From an optimization exercise on the open Yosys and OpenROAD flow, aimed at small area; shortcuts taken in it are not production practice.
RTL that was checked went through simulation tests only; none was proved equivalent to the original.
Power is estimated from default activity; no workload was simulated.

==> 12-09 <==
==> flow/design.v <==
module a429_fifo (
    input             clk,
    input             rst,
    input             push,
    input             pop,
    input             flush,
    input      [31:0] din,
    output reg [31:0] dout,
    output reg [2:0]  count
);
    reg [31:0] e0, e1, e2, e3;
    always @(posedge clk) begin
        if (push) begin
            e0 <= din;
            e1 <= e0;
            e2 <= e1;
            e3 <= e2;
        end
    end
    always @(*) begin
        case (count[1:0])
            2'd1:    dout = e0;
            2'd2:    dout = e1;
            2'd3:    dout = e2;
            default: dout = e3;
        endcase
    end
    always @(posedge clk) begin
        if (rst || flush)
            count <= 3'd0;
        else if (push && !pop)
            count <= count + 3'd1;
        else if (pop && !push)
            count <= count - 3'd1;
    end
endmodule
module a429_bst (
    input         clk,
    input         rst,
    input         bus_en,
    input         bus_we,
    input  [1:0]  bus_size,
    input  [5:0]  bus_addr,
    input  [31:0] bus_wdata,
    output [31:0] bus_rdata,
    output        bus_err,
    input         rx_data_i,
    input         rx_clk_i,
    output        tx_data_o,
    output        tx_clk_o,
    output        dir_en_o
);
    localparam [2:0] REG_CTRL      = 3'd0;
    localparam [2:0] REG_TXDATA    = 3'd1;
    localparam [2:0] REG_RXDATA    = 3'd2;
    localparam [2:0] REG_STATUS    = 3'd3;
    localparam [2:0] REG_BAUDDIV   = 3'd4;
    localparam [2:0] REG_RXTIMEOUT = 3'd5;
    localparam [2:0] REG_LINEOUT   = 3'd6;
    localparam [2:0] REG_LINEIN    = 3'd7;
    localparam [1:0] TX_SET_COUNT   = 2'd0;
    localparam [1:0] TX_SHIFT_BIT   = 2'd1;
    localparam [1:0] TX_PULSE_CLOCK = 2'd2;
    localparam [1:0] TX_RESET       = 2'd3;
    localparam [1:0] RX_WAIT_START  = 2'd0;
    localparam [1:0] RX_SAMPLE_BIT  = 2'd1;
    localparam [1:0] RX_WAIT_LOW    = 2'd2;
    localparam [1:0] RX_PUSH        = 2'd3;
    function [31:0] reverse32;
        input [31:0] x;
        integer i;
        begin
            for (i = 0; i < 32; i = i + 1)
                reverse32[31 - i] = x[i];
        end
    endfunction
    wire       legal  = (bus_size == 2'b10) && (bus_addr[1:0] == 2'b00) && !bus_addr[5];
    wire [2:0] sel    = bus_addr[4:2];
    wire       acc_wr = bus_en && legal && bus_we;
    wire       acc_rd = bus_en && legal && !bus_we;
    assign bus_err = bus_en && !legal;
    wire wr_ctrl    = acc_wr && (sel == REG_CTRL);
    wire wr_txdata  = acc_wr && (sel == REG_TXDATA);
    wire wr_status  = acc_wr && (sel == REG_STATUS);
    wire wr_bauddiv = acc_wr && (sel == REG_BAUDDIV);
    wire wr_rxto    = acc_wr && (sel == REG_RXTIMEOUT);
    wire wr_lineout = acc_wr && (sel == REG_LINEOUT);
    wire rd_rxdata  = acc_rd && (sel == REG_RXDATA);
    reg        ctrl_txen, ctrl_rxen, ctrl_loop, ctrl_swdrv, ctrl_diren;
    reg [23:0] div;
    reg [15:0] limit;
    reg        lo_data, lo_clk, lo_dir;
    always @(posedge clk) begin
        if (rst) begin
            ctrl_txen  <= 1'b0;
            ctrl_rxen  <= 1'b0;
            ctrl_loop  <= 1'b0;
            ctrl_swdrv <= 1'b0;
            ctrl_diren <= 1'b0;
            div        <= 24'd0;
            limit      <= 16'd0;
            lo_data    <= 1'b0;
            lo_clk     <= 1'b0;
            lo_dir     <= 1'b0;
        end else begin
            if (wr_ctrl) begin
                ctrl_txen  <= bus_wdata[0];
                ctrl_rxen  <= bus_wdata[1];
                ctrl_loop  <= bus_wdata[2];
                ctrl_swdrv <= bus_wdata[3];
                ctrl_diren <= bus_wdata[4];
            end
            if (wr_bauddiv)
                div <= bus_wdata[23:0];
            if (wr_rxto)
                limit <= bus_wdata[15:0];
            if (wr_lineout) begin
                lo_data <= bus_wdata[0];
                lo_clk  <= bus_wdata[1];
                lo_dir  <= bus_wdata[2];
            end
        end
    end
    reg  [23:0] bcnt;
    wire [24:0] bcnt_inc = {1'b0, bcnt} + 25'd1;
    wire        tick     = (bcnt_inc == {1'b0, div});
    always @(posedge clk) begin
        if (wr_bauddiv || tick)
            bcnt <= 24'd0;
        else
            bcnt <= bcnt_inc[23:0];
    end
    wire [31:0] txq_head, rxq_head;
    wire [2:0]  txq_count, rxq_count;
    wire        txq_full  = txq_count[2];
    wire        rxq_full  = rxq_count[2];
    wire        txq_empty = (txq_count == 3'd0);
    wire        rxq_empty = (rxq_count == 3'd0);
    reg [1:0]  txstate;
    reg [31:0] tsr;
    reg [4:0]  tcnt;
    reg        txd, txc;
    reg [1:0]  rxstate;
    reg [31:0] rsr;
    reg [4:0]  rcnt;
    reg [15:0] ridle;
    wire txq_push = wr_txdata && !txq_full;
    wire txq_pop  = tick && (txstate == TX_SET_COUNT) && ctrl_txen && !txq_empty;
    wire rxq_push = tick && ctrl_rxen && (rxstate == RX_PUSH) && !rxq_full;
    wire rxq_pop  = rd_rxdata && !rxq_empty;
    a429_fifo u_txq (
        .clk   (clk),
        .rst   (rst),
        .push  (txq_push),
        .pop   (txq_pop),
        .flush (wr_ctrl && bus_wdata[5]),
        .din   (bus_wdata),
        .dout  (txq_head),
        .count (txq_count)
    );
    a429_fifo u_rxq (
        .clk   (clk),
        .rst   (rst),
        .push  (rxq_push),
        .pop   (rxq_pop),
        .flush (wr_ctrl && bus_wdata[6]),
        .din   (rsr),
        .dout  (rxq_head),
        .count (rxq_count)
    );
    wire [4:0] tbit = ~tcnt;
    reg txd_next, txc_next;
    always @(*) begin
        txd_next = txd;
        txc_next = txc;
        if (tick) begin
            case (txstate)
                TX_SHIFT_BIT: begin
                    txd_next = tsr[tbit];
                    txc_next = 1'b0;
                end
                TX_PULSE_CLOCK: txc_next = 1'b1;
                TX_RESET: begin
                    txd_next = 1'b0;
                    txc_next = 1'b0;
                end
                default: ;
            endcase
        end
    end
    always @(posedge clk) begin
        if (txq_pop)
            tsr <= txq_head;
    end
    always @(posedge clk) begin
        if (tick) begin
            if (txstate == TX_SET_COUNT)
                tcnt <= 5'd31;
            else if (txstate == TX_PULSE_CLOCK)
                tcnt <= tcnt - 5'd1;
        end
    end
    always @(posedge clk) begin
        if (rst) begin
            txstate <= TX_SET_COUNT;
            txd     <= 1'b0;
            txc     <= 1'b0;
        end else begin
            txd <= txd_next;
            txc <= txc_next;
            if (tick) begin
                case (txstate)
                    TX_SET_COUNT:   if (ctrl_txen && !txq_empty) txstate <= TX_SHIFT_BIT;
                    TX_SHIFT_BIT:   txstate <= TX_PULSE_CLOCK;
                    TX_PULSE_CLOCK: txstate <= (tcnt == 5'd0) ? TX_RESET : TX_SHIFT_BIT;
                    TX_RESET:       txstate <= TX_SET_COUNT;
                endcase
            end
        end
    end
    assign tx_data_o = ctrl_swdrv ? lo_data : txd;
    assign tx_clk_o  = ctrl_swdrv ? lo_clk  : txc;
    assign dir_en_o  = ctrl_swdrv ? lo_dir  : (ctrl_txen && ctrl_diren);
    wire sense_d_now = ctrl_loop ? tx_data_o : rx_data_i;
    wire sense_c_now = ctrl_loop ? tx_clk_o  : rx_clk_i;
    wire pin_d_tick = ctrl_swdrv ? lo_data : txd_next;
    wire pin_c_tick = ctrl_swdrv ? lo_clk  : txc_next;
    wire sd = ctrl_loop ? pin_d_tick : rx_data_i;
    wire sc = ctrl_loop ? pin_c_tick : rx_clk_i;
    wire        partial    = ((rxstate == RX_SAMPLE_BIT) && (rcnt != 5'd31)) ||
                             (rxstate == RX_WAIT_LOW);
    wire [16:0] ridle_inc  = {1'b0, ridle} + 17'd1;
    wire        idle_count = (limit != 16'd0) && partial;
    wire        idle_fire  = idle_count && (ridle_inc >= {1'b0, limit});
    wire rx_step   = tick && ctrl_rxen;
    wire rx_idle   = rx_step && (((rxstate == RX_SAMPLE_BIT) && !sc) ||
                                 ((rxstate == RX_WAIT_LOW) && sc));
    wire rx_start  = rx_step && (rxstate == RX_WAIT_START) && !sc;
    wire rx_sample = rx_step && (rxstate == RX_SAMPLE_BIT) && sc;
    wire rx_low    = rx_step && (rxstate == RX_WAIT_LOW) && !sc;
    wire rx_timeout_ev = rx_idle && idle_fire;
    wire rx_overrun_ev = rx_step && (rxstate == RX_PUSH) && rxq_full;
    always @(posedge clk) begin
        if (rx_sample)
            rsr <= {rsr[30:0], sd};
    end
    always @(posedge clk) begin
        if (rx_start)
            rcnt <= 5'd31;
        else if (rx_low)
            rcnt <= rcnt - 5'd1;
    end
    always @(posedge clk) begin
        if (rx_start || rx_sample || rx_low)
            ridle <= 16'd0;
        else if (rx_idle && idle_count)
            ridle <= ridle_inc[15:0];
    end
    always @(posedge clk) begin
        if (rst)
            rxstate <= RX_WAIT_START;
        else if (tick) begin
            if (!ctrl_rxen)
                rxstate <= RX_WAIT_START;
            else begin
                case (rxstate)
                    RX_WAIT_START: if (!sc) rxstate <= RX_SAMPLE_BIT;
                    RX_SAMPLE_BIT: begin
                        if (sc)
                            rxstate <= (rcnt == 5'd0) ? RX_PUSH : RX_WAIT_LOW;
                        else if (idle_fire)
                            rxstate <= RX_WAIT_START;
                    end
                    RX_WAIT_LOW: begin
                        if (!sc)
                            rxstate <= RX_SAMPLE_BIT;
                        else if (idle_fire)
                            rxstate <= RX_WAIT_START;
                    end
                    RX_PUSH: rxstate <= RX_WAIT_START;
                endcase
            end
        end
    end
    reg flag_txovf, flag_rxovr, flag_rxunf, flag_rxto;
    always @(posedge clk) begin
        if (rst) begin
            flag_txovf <= 1'b0;
            flag_rxovr <= 1'b0;
            flag_rxunf <= 1'b0;
            flag_rxto  <= 1'b0;
        end else begin
            flag_txovf <= (flag_txovf && !(wr_status && bus_wdata[8]))  || (wr_txdata && txq_full);
            flag_rxovr <= (flag_rxovr && !(wr_status && bus_wdata[9]))  || rx_overrun_ev;
            flag_rxunf <= (flag_rxunf && !(wr_status && bus_wdata[10])) || (rd_rxdata && rxq_empty);
            flag_rxto  <= (flag_rxto  && !(wr_status && bus_wdata[11])) || rx_timeout_ev;
        end
    end
    wire [31:0] status_val = {4'd0, 1'b0, rxq_count, 1'b0, txq_count, rxstate, txstate,
                              4'd0, flag_rxto, flag_rxunf, flag_rxovr, flag_txovf,
                              2'd0, partial, rxq_full, !rxq_empty,
                              (txstate != TX_SET_COUNT), txq_full, txq_empty};
    reg [31:0] rdata;
    always @(*) begin
        case (sel)
            REG_CTRL:      rdata = {27'd0, ctrl_diren, ctrl_swdrv, ctrl_loop, ctrl_rxen, ctrl_txen};
            REG_TXDATA:    rdata = 32'd0;
            REG_RXDATA:    rdata = rxq_empty ? 32'd0 : reverse32(rxq_head);
            REG_STATUS:    rdata = status_val;
            REG_BAUDDIV:   rdata = {8'd0, div};
            REG_RXTIMEOUT: rdata = {16'd0, limit};
            REG_LINEOUT:   rdata = {29'd0, lo_dir, lo_clk, lo_data};
            default:       rdata = {25'd0, dir_en_o, tx_clk_o, tx_data_o, 2'd0, sense_c_now, sense_d_now};
        endcase
    end
    assign bus_rdata = rdata;
endmodule
==> flow/flow/run.sh <==
#!/bin/bash
# Own layout flow: the standard ORFS flow (standard.sh, unchanged synthesis,
# floorplan, power grid and tap cells), with three layout choices changed:
#  - the port buffers are the smallest buffer, sky130_fd_sc_hd__buf_1;
#  - clock tree synthesis inserts no dummy loads and uses larger sink clusters
#    (every register is still clocked through the buffered tree);
# The full output of the ORFS make run goes to flow_make.log in this folder;
# each ORFS step also keeps its own log under orfs/logs/.
set -euo pipefail
cd "$(dirname "$0")/.."
export BUFFER_PORTS_ARGS="-buffer_cell sky130_fd_sc_hd__buf_1"
export CTS_ARGS="-sink_clustering_enable -repair_clock_nets -dont_use_dummy_load -buf_list sky130_fd_sc_hd__clkbuf_16 -sink_clustering_size 30 -sink_clustering_max_diameter 100"
bash standard.sh > flow_make.log 2>&1
==> flow/standard.sh <==
#!/bin/bash
# synth_recipe.tcl (not shown) runs the flow's synth.tcl, then flattens the netlist and writes it again
# the make line also repeats each setting of config.mk as NAME=value (left out here)
make -C /OpenROAD-flow-scripts/flow DESIGN_CONFIG=/design/flow/config.mk WORK_HOME=/design/flow/orfs CLKGATE_MAP_FILE= SYNTH_SCRIPT=/design/flow/synth_recipe.tcl "${@:-finish}"
==> flow/config.mk <==
export PLATFORM = sky130hd
export DESIGN_NAME = a429_bst
export DESIGN_NICKNAME = a429_bst
export VERILOG_FILES = /design/flow/design.v
export SDC_FILE = /design/flow/constraint.sdc
export NUM_CORES = 4
export LEC_CHECK = 0
export CAP_MARGIN = 20
export CORE_MARGIN = 2
export CORE_UTILIZATION = 75
export PLACE_DENSITY = 0.85
export SLEW_MARGIN = 20
==> flow/constraint.sdc <==
create_clock -name core_clock -period 10.0 [get_ports {clk}]
set_input_delay 2.0000 -clock core_clock [delete_from_list [all_inputs] [get_ports {clk}]]
set_output_delay 2.0000 -clock core_clock [all_outputs]
set_load 0.01 [all_outputs]
==> inputs of 08-26, as changes to 12-09 <==
==> flow/design.v, changed modules only <==
module a429_fifo (
    input             clk,
    input             rst,
    input             push,
    input             pop,
    input             flush,
    input      [31:0] din,
    output     [31:0] dout,
    output reg [2:0]  count
);
    reg [31:0] mem [0:3];
    reg [1:0]  rd_ptr;
    wire [1:0] wr_ptr = rd_ptr + count[1:0];
    assign dout = mem[rd_ptr];
    always @(posedge clk) begin
        if (push)
            mem[wr_ptr] <= din;
    end
    always @(posedge clk) begin
        if (rst)
            rd_ptr <= 2'd0;
        else if (pop)
            rd_ptr <= rd_ptr + 2'd1;
    end
    always @(posedge clk) begin
        if (rst || flush)
            count <= 3'd0;
        else if (push && !pop)
            count <= count + 3'd1;
        else if (pop && !push)
            count <= count - 3'd1;
    end
endmodule
==> flow/run.sh (new file) <==
#!/bin/bash
# synth_recipe.tcl (not shown) runs the flow's synth.tcl, then flattens the netlist and writes it again
# the make line also repeats each setting of config.mk as NAME=value (left out here)
make -C /OpenROAD-flow-scripts/flow DESIGN_CONFIG=/design/flow/config.mk WORK_HOME=/design/flow/orfs CLKGATE_MAP_FILE= SYNTH_SCRIPT=/design/flow/synth_recipe.tcl finish
--- a/flow/config.mk
+++ b/flow/config.mk
@@ -9,4 +9,4 @@
 export CORE_MARGIN = 2
-export CORE_UTILIZATION = 75
-export PLACE_DENSITY = 0.85
+export CORE_UTILIZATION = 40
+export PLACE_DENSITY = 0.6
 export SLEW_MARGIN = 20
removed: flow/flow/run.sh
removed: flow/standard.sh
==> inputs of 07-02, as changes to 12-09 <==
--- a/flow/design.v
+++ b/flow/design.v
@@ -76,2 +76,50 @@
     endfunction
+    function ge16;
+        input [15:0] a;
+        input [15:0] b;
+        integer i;
+        reg c;
+        begin
+            c = 1'b1;
+            for (i = 0; i < 16; i = i + 1)
+                c = (a[i] & ~b[i]) | ((a[i] | ~b[i]) & c);
+            ge16 = c;
+        end
+    endfunction
+    function [15:0] inc16;
+        input [15:0] a;
+        integer i;
+        reg c;
+        begin
+            c = 1'b1;
+            for (i = 0; i < 16; i = i + 1) begin
+                inc16[i] = a[i] ^ c;
+                c = c & a[i];
+            end
+        end
+    endfunction
+    function [23:0] inc24;
+        input [23:0] a;
+        integer i;
+        reg c;
+        begin
+            c = 1'b1;
+            for (i = 0; i < 24; i = i + 1) begin
+                inc24[i] = a[i] ^ c;
+                c = c & a[i];
+            end
+        end
+    endfunction
+    function [23:0] dec24;
+        input [23:0] a;
+        integer i;
+        reg b;
+        begin
+            b = 1'b1;
+            for (i = 0; i < 24; i = i + 1) begin
+                dec24[i] = a[i] ^ b;
+                b = b & ~a[i];
+            end
+        end
+    endfunction
     wire       legal  = (bus_size == 2'b10) && (bus_addr[1:0] == 2'b00) && !bus_addr[5];
@@ -99,3 +147,2 @@
             ctrl_diren <= 1'b0;
-            div        <= 24'd0;
             limit      <= 16'd0;
@@ -112,4 +159,2 @@
             end
-            if (wr_bauddiv)
-                div <= bus_wdata[23:0];
             if (wr_rxto)
@@ -123,5 +168,12 @@
     end
+    always @(posedge clk) begin
+        if (rst)
+            div <= 24'd0;
+        else if (wr_bauddiv)
+            div <= bus_wdata[23:0];
+    end
     reg  [23:0] bcnt;
-    wire [24:0] bcnt_inc = {1'b0, bcnt} + 25'd1;
-    wire        tick     = (bcnt_inc == {1'b0, div});
+    wire [23:0] bcnt_inc = inc24(bcnt);
+    wire        bcnt_max = &bcnt;
+    wire        tick     = !bcnt_max && (bcnt_inc == div);
     always @(posedge clk) begin
@@ -130,3 +182,3 @@
         else
-            bcnt <= bcnt_inc[23:0];
+            bcnt <= bcnt_inc;
     end
@@ -231,5 +283,5 @@
                              (rxstate == RX_WAIT_LOW);
-    wire [16:0] ridle_inc  = {1'b0, ridle} + 17'd1;
+    wire [15:0] ridle_inc  = inc16(ridle);
     wire        idle_count = (limit != 16'd0) && partial;
-    wire        idle_fire  = idle_count && (ridle_inc >= {1'b0, limit});
+    wire        idle_fire  = idle_count && ge16(ridle_inc[15:0], limit);
     wire rx_step   = tick && ctrl_rxen;
==> flow/flow/run.sh (replaced) <==
#!/bin/bash
# Own layout flow: the standard ORFS flow (standard.sh: same config, floorplan,
# power grid, tap cells, placement and routing), with these layout choices changed:
#  - synthesis is the standard synthesis script (synth_recipe.tcl) unchanged,
#    except that ABC maps the logic with an area-oriented script (flow/area.abc);
#    the registers, their names and cell types are the standard synthesis's;
#  - the port buffers are the smallest buffer, sky130_fd_sc_hd__buf_1;
#  - power recovery (downsizing of gates off the critical paths) after global routing;
#  - clock tree synthesis inserts no dummy loads and uses larger sink clusters
#    of clkbuf_16 leaves (every register is still clocked through the tree).
# The full output of the ORFS make run goes to flow_make.log in this folder;
# each ORFS step also keeps its own log under orfs/logs/.
set -euo pipefail
cd "$(dirname "$0")/.."
sed "s#SYNTH_SCRIPT=[^ ]*synth_recipe.tcl#SYNTH_SCRIPT=$PWD/flow/synth_area.tcl#" standard.sh > flow_standard.sh
grep -q "SYNTH_SCRIPT=$PWD/flow/synth_area.tcl" flow_standard.sh
export BUFFER_PORTS_ARGS="-buffer_cell sky130_fd_sc_hd__buf_1"
export RECOVER_POWER=100
export CTS_ARGS="-sink_clustering_enable -repair_clock_nets -dont_use_dummy_load -buf_list sky130_fd_sc_hd__clkbuf_16 -sink_clustering_size 30 -sink_clustering_max_diameter 100"
bash flow_standard.sh > flow_make.log 2>&1
==> flow/flow/area.abc (new file) <==
&get -n
&fraig -x
&st
&dch
&nf -a
&put
==> flow/flow/synth_area.tcl (new file) <==
# The standard synthesis (synth_recipe.tcl, sourced unchanged below) with one
# change: every abc call maps with area.abc instead of ORFS's speed script.
set ::area_abc_script [file normalize [file join [file dirname [info script]] area.abc]]
set ::synth_recipe_script [file normalize [file join [file dirname [info script]] .. synth_recipe.tcl]]
proc abc {args} {
  set i [lsearch -exact $args -script]
  if {$i >= 0} { lset args [expr {$i + 1}] $::area_abc_script }
  yosys abc {*}$args
}
source $::synth_recipe_script
--- a/flow/config.mk
+++ b/flow/config.mk
@@ -9,4 +9,4 @@
 export CORE_MARGIN = 2
-export CORE_UTILIZATION = 75
-export PLACE_DENSITY = 0.85
+export CORE_UTILIZATION = 60
+export PLACE_DENSITY = 0.75
 export SLEW_MARGIN = 20
==> inputs of 09-19, as changes to 12-09 <==
--- a/flow/config.mk
+++ b/flow/config.mk
@@ -9,4 +9,4 @@
 export CORE_MARGIN = 2
-export CORE_UTILIZATION = 75
-export PLACE_DENSITY = 0.85
+export CORE_UTILIZATION = 60
+export PLACE_DENSITY = 0.75
 export SLEW_MARGIN = 20
==> comparison <==
In 12-09 the sequential cell count is lower than in 08-26, by 6.
Worst hold slack: 08-26 > 09-19 > 07-02 > 12-09.
Against 07-02, the power of 09-19 is higher by 4.9%.
Against 12-09, the cell area of 09-19 is higher by 0.55%.
08-26 went through all stages and came out clean. 09-19 finished clean. 07-02 ran to the end with violations: max-capacitance violations, max-slew violations. 12-09 went through all stages and came out clean.
Synthesized cell count: 08-26 is lower than 09-19 (about 1%).
Of 09-19 and 07-02, 09-19 has the higher worst setup slack (gap 1900 ps).
Of 09-19 and 08-26, 08-26 has the higher synthesized area (gap about 0.3%, measured against 08-26).
==> figures <==
	07-02	09-19	08-26	12-09
Result of the run	failed layout checks	finished clean	finished clean	finished clean
Reasons for failing layout checks	max-capacitance violations, max-slew violations	-	-	-
Number of non-clock buffers	101	99	103	95
Vias	10.70k	11.97k	11.81k	12.54k
Cell with the largest stage delay on the worst path	clkbuf_1	buf_1	clkdlybuf4s50_1	nor2_2
Clk. pwr	818 uW	830 uW	1.81 mW	824 uW
Routed met1 length	15.75 mm	18.75 mm	20.44 mm	17.60 mm
Routability-driven placement congestion ratio	0.9153	0.9574	0.8874	0.9864
Total routed wirelength	36.29 mm	42.75 mm	45.60 mm	46.55 mm
Number of flip-flops and latches	434	434	440	434
Synthesized-area fraction occupied by and/or/nand/nor cells	0.1131	0.1142	0.1116	0.1142
Overall track demand over capacity in global routing	0.2463	0.2589	0.1845	0.3529
Mean cell area of the mapped netlist	13.90 um2	13.36 um2	13.53 um2	13.36 um2
Post-layout minimum cycle time	8472 ps	6555 ps	7003 ps	6432 ps
Clock buffer count	18	18	57	18
Worst setup EP type	flop	output pin	output pin	output pin
Synthesized instance count	1217	1427	1413	1427
Function not checked in 12-09, 08-26 and 09-19: the RTL went through the layout flow alone.

[separate check: timing with driven ports]
Ports are ideal in the flow. The routed layouts listed here were re-timed in OpenROAD. Step 1 (the two cells are an assumption about what drives the block):
set clk [get_ports {clk}]
set_driving_cell -lib_cell sky130_fd_sc_hd__clkbuf_16 $clk
set_driving_cell -lib_cell sky130_fd_sc_hd__buf_2 [delete_from_list [all_inputs] $clk]
Step 2 also shifts input and output timing later by t, the mid clock arrival at the registers, as if the neighbouring blocks saw the same clock. Three values: ideal, step 1, step 2; two values: the first two.
run	t (ns)	slack for setup (ns)	clock arrival spread, ns	cell pins on the clock port's net
12-09	0.552	3.568 / 3.537 / 3.537	0.059 / 0.058	1
08-26	0.611	2.997 / 2.970 / 2.970	0.028 / 0.028	1
07-02	0.555	1.528 / 1.528 / 1.136	0.046 / 0.047	1
09-19	0.578	3.445 / 3.383 / 3.383	0.044 / 0.043	1
The setup slack of 07-02, which loses most, moves by 0.000 ns with the drivers and by -0.392 ns with both steps.
